This is an optimization exercise on Yosys and OpenROAD, whose aim is small area, a short achievable clock period and few clock cycles, not a production implementation.
Function was not checked in any run shown here: the RTL went through the layout flow alone.
Power is estimated from default activity; no workload was simulated.

## flow/design.v (module list and top-level ports; edited modules follow where they fit)
// module sieve_engine: 1651 lines
module sieve_engine (
    input  wire        clk,
    input  wire        rst_n,
    input  wire        reg_we,
    input  wire [8:0]  reg_addr,
    input  wire [63:0] reg_wdata,
    output reg  [63:0] reg_rdata,
    input  wire [2:0]  win_addr,
    output wire [63:0] win_rdata,
    output wire        irq
);
  // ...
==> flow/run.sh <==
#!/bin/bash
# synth_recipe.tcl (not shown) runs the flow's synth.tcl, then flattens the netlist and writes it again
# the make line also repeats each setting of config.mk as NAME=value (left out here)
make -C /OpenROAD-flow-scripts/flow DESIGN_CONFIG=/design/flow/config.mk WORK_HOME=/design/flow/orfs CLKGATE_MAP_FILE= SYNTH_SCRIPT=/design/flow/synth_recipe.tcl finish
==> flow/config.mk <==
export PLATFORM = sky130hd
export DESIGN_NAME = sieve_engine
export DESIGN_NICKNAME = sieve_engine
export VERILOG_FILES = /design/flow/design.v
export SDC_FILE = /design/flow/constraint.sdc
export NUM_CORES = 8
export LEC_CHECK = 0
export CAP_MARGIN = 20
export CORE_MARGIN = 2
export CORE_UTILIZATION = 45
export SETUP_SLACK_MARGIN = 5
export SLEW_MARGIN = 20
export SYNTH_MEMORY_MAX_BITS = 16384
==> flow/constraint.sdc <==
create_clock -name core_clock -period 12.0 [get_ports {clk}]
set_input_delay 2.4000 -clock core_clock [delete_from_list [all_inputs] [get_ports {clk}]]
set_output_delay 2.4000 -clock core_clock [all_outputs]
set_load 0.01 [all_outputs]
==> reports/qor.yml, run 1 <==
cts_tree: "yes"
clock_path_buffers: 3
crit_path_end_kind: "flop"
largest_class: "multi-input combinational cells"
grtUsageMet1_pct: 59.8
synth-seq-cells: 483
synth-simple-area-share_pct: 21.6
drt_iter0_markers: 11700
setup_viol: 0
grt_overflow: 0
synthTopCellsByArea: "dfrtp_1 (17%), ha_1 (7.2%), a21oi_1 (6.4%)"
synth_cells: 7230
core_area_um2: 122000
buffers: 794
route.met3.wl_um: 45400
cp_num_buf_inv: 4
tns_ns: 0
antenna_found_initial: 20
regArea_um2: 12700
io_pins: 208
design.seq.count: 483
synth-edff-count: 115
synth_top_cell_by_area: "dfrtp_1"
synth_area_um2: 55500
critical_path.startpoint_type: "flop"
cp.required_ns: 12.50
synthAdderAreaFrac_pct: 12.0
gp_congestion: 1.12
place_inst: 8707
min_period_ns: 9.11
clock_buffers: 63
path_clk_slew_ns: 0.07
dr.pass1.iters: 12
grt_pass1_vias: 61800
switchingPower_w: 0.00565
fin_util_pct: 55.9
powerDensity_nw_per_um2: 181
synth_compound_area_share_pct: 28.9
stdcell_count: 9170
max_stage_delay_ns: 0.56
status: "timing/DRC/antenna clean"
met2_usage_pct: 71.4
==> run 2, diff against run 1 <==
==> flow/flow/run.sh (new file) <==
#!/bin/bash
# The standard ORFS layout (the standard.sh), with two changes to how it is
# made: the port buffers that global placement inserts are plain buffers
# (buf_4) rather than the default pick, and timing repair aims for a larger
# setup margin. The SDC, clock period and every other step are unchanged.
set -euo pipefail
bash standard.sh "BUFFER_PORTS_ARGS=-buffer_cell sky130_fd_sc_hd__buf_4" SETUP_SLACK_MARGIN=5 finish > make.log 2>&1
==> flow/standard.sh (new file) <==
#!/bin/bash
# synth_recipe.tcl (not shown) runs the flow's synth.tcl, then flattens the netlist and writes it again
# the make line also repeats each setting of config.mk as NAME=value (left out here)
make -C /OpenROAD-flow-scripts/flow DESIGN_CONFIG=/design/flow/config.mk WORK_HOME=/design/flow/orfs CLKGATE_MAP_FILE= SYNTH_SCRIPT=/design/flow/synth_recipe.tcl "${@:-finish}"
removed: flow/run.sh
==> run 2 against run 1 <==
  * Highest routed layer unchanged
  * Via count is 1.7% lower
  * Largest cell class unchanged
  * Critical path depth is 1 higher
  * Sequential cell count stayed put
  * Still clean on timing, DRC and antenna
==> reports/qor.yml, run 2 <==
status: "timing/DRC/antenna clean"
synth_cells: 7230  # unchanged
async_flop_share_pct: 75.8
wl_um: 320000
io_pins: 208  # unchanged
drv_cap: 0
power.leakage_nw: 27.0
setup_viol: 0  # unchanged
area_growth_pct: 17.5
setup_ws_ns: 3.10
r2r_slack_ns: 3.10
min_period_ns: 8.90  # -0.206 ns
tns_ns: 0  # unchanged
antenna_found_initial: 16  # -20%
grt_overflow: 0  # unchanged
hold_violations: 0
clock_latency_ns: 0.68
syn_avg_cell_area_um2: 7.67
synth_cell_types: 112
synth-seq-cells: 483  # unchanged
worst_path_max_delay_cell: "dfrtp_2"
hold_path_class: "reg -> reg"
reg_top3: "arg0 (64), arg1 (64), segsize (64)"
wl_per_cell_um: 35.5
synthTopCellsByCount: "nand2_1 (768), a21oi_1 (710), nor2_1 (658)"
fin_crit_sh_pct: 74.2
io_buffers: 207
dp_slack_ns: 1.62
dr.pass1.iters: 12  # unchanged
ir_worst_vdd_mv: 0.721
dieArea_um2: 126000
grt_pass1_wl_um: 449000
clock-root-buffer: "clkbuf_16"
start_util_pct: 45.4
fmax_mhz: 112
dp_hpwl_um: 228000
drive_above_1_share_pct: 17.3
critical_path.startpoint_type: "flop"
ant_nets: 0
rsz0062_at_grt: "yes"
final_common_cell: "nand2_1"
yosysMostFrequentCell: "nand2_1"
fin_util_pct: 53.4  # -2.5 points
tightestPinTransition_ns: 1.29
grt_pass1_vias: 61600  # -0.38%
skew_ns: 0.0829
ys_seq_area_share_pct: 22.8
max_stage_delay_ns: 0.52  # -0.04 ns
die_h_um: 355
finalNetCount: 7865
crit_type: "reg -> reg"
cts_max_level: 2
max_slew_margin_pct: 13.3
synth-edff-count: 115  # unchanged
synth_area_um2: 55500  # unchanged
vias_per_cell: 7.29
ys_warn_count: 1
ys.flop_type: "dfrtp_1"
cts_tree: "yes"
drcViolationCount: 0
synth_top_cell_by_area: "dfrtp_1"
numCtsBuffers: 54
crit_top_cell: "o21bai_4"
drt_iter0_markers: 10400  # -11%
holdWs_ns: 0.501
via_count: 65600
syn_nets: 7760
crit_path_end_kind: "flop"
synth_top_area_share_pct: 16.5
arrival_ns: 9.40
slew_violations: 0
gp_congestion: 1.10  # -1.6%
total_power_w: 0.0129
die_x_um: 355
rows: 128
synthTopCellsByArea: "dfrtp_1 (17%), ha_1 (7.2%), a21oi_1 (6.4%)"
path_clk_slew_ns: 0.06  # about the same
cp.required_ns: 12.50  # about the same
core_area_um2: 122000  # unchanged
clock_sinks: 483
cp_max_fo: 17
clock_path_buffers: 3  # unchanged
powerDensity_nw_per_um2: 198  # +9.3%
mostFrequentLayoutCells: "nand2_1 (748), a21oi_1 (668), nor2_1 (621)"
grt_max_degree: 99
grtUsageTotal_pct: 48.4
==> run 2: cell types whose count changed in the layout (fill, tap and decap cells not counted), sizes merged, moves of 8 or more <==
cell and change:
clkdlybuf4s50 -91, buf -29, dlymetal6s2s -17, dlygate4sd2 -8, clkbuf +8
==> run 2: final timing paths <==
path / cells after the start / endpoint / start
max: 48 / res1_lo[9] / arg0[7]
min: 1 / segsize[54] / segsize[54]
max reg2reg: 48 / res1_lo[9] / arg0[7]
min reg2reg: 1 / segsize[54] / segsize[54]
max in group asynchronous: 3 / nblocks[0] / rst_n
min in group asynchronous: 1 / segsize[54] / rst_n
==> run 2: final cells by class <==
class | instances | area [um^2]
Sequential cell | 483 | 12700
Clock inverter | 24 | 284
Clock buffer | 76 | 1560
Tap cell | 1625 | 2030
Fill cell | 11800 | 56900
Multi-Input combinational cell | 5775 | 41100
Antenna cell | 2 | 5.00
Timing Repair Buffer | 644 | 6030
Inverter | 377 | 1450
==> run 2: metrics by stage <==
| stage | instances | instance area, um^2 |
|---|---|---|
| detailed placement | 8686 | 58700 |
| floorplan | 7230 | 55700 |
| global route | 9004 | 65200 |
| global placement | 8685 | 58700 |
| CTS | 8914 | 63500 |
| finish | 9006 | 65200 |
==> run 2: kinds of logic after synthesis <==
group | after synthesis | synth area share, %
simple gates | 2467 | 21.6
compound gates | 2454 | 28.9
buf+inv | 974 | 7.11
flops | 483 | 22.8
fa+ha+maj | 455 | 12.0
mux | 221 | 4.70
xor+xnor | 176 | 2.85
==> run 2: where the power goes <==
part           leakage [nW]  internal (W)  switching, W
registers              5.90       0.00170     0.0000319
clock network         0.901      0.000983      0.000797
logic                  20.2       0.00441       0.00501
total                  27.0       0.00709       0.00584
==> run 2: layer usage <==
metal | global-route usage (%) | wire, um | vias up
met5 | 0 | 70 | -
met4 | 34.5 | 30600 | 12
met3 | 14.9 | 42200 | 1550
met2 | 71.0 | 131000 | 5579
met1 | 60.2 | 116000 | 31500
li1 | - | - | 26900
==> run 2: what timing repair did <==
item	CTS	global route
gates cloned	14	8
hold buffers	0	0
pin swaps	100	72
gates resized for setup	373	162
setup buffers	114	80
setup endpoints to repair	253	213
==> run 2: critical path: cells and delay by family (launching register included) <==
kind	cells	cell delay (ns)
AOI/OAI and AO/OA	22	3.82
adders and majority gates	6	0.96
DFF	1	0.52
buffers and inverters	5	0.71
xor gates and xnor gates	4	0.61
and+or+nand+nor	11	2.16

==> afterwards: timing with drivers on the ports <==
In the flow no input, the clock included, has a driving cell. The finished layouts below were timed again as built, in two steps.
Step 1 sets driving cells, clkbuf_16 on the clock port and buf_2 on the other inputs (assumed; they add their load-dependent delay and slew).
Step 2, shift: input delay + t, output delay - t, t = (earliest + latest rising clock arrival at the registers) / 2. This alone moves slack from input paths to output paths.
Slacks: ideal ports / drivers / drivers and shift; pairs: ideal ports / drivers.
| run | shift t [ns] | setup WS [ns] | worst setup path after step 2 | slew at the worst register clock pin (ns) | pins driven straight from the clock port |
|---|---|---|---|---|---|
| run 1 | 0.733 | 2.894 / 2.894 / 2.894 | register to register | 0.08 / 0.08 | 1 |
| run 2 | 0.727 | 3.100 / 3.100 / 3.100 | register to register | 0.07 / 0.07 | 1 |
After both steps setup and hold are still met in every run listed.
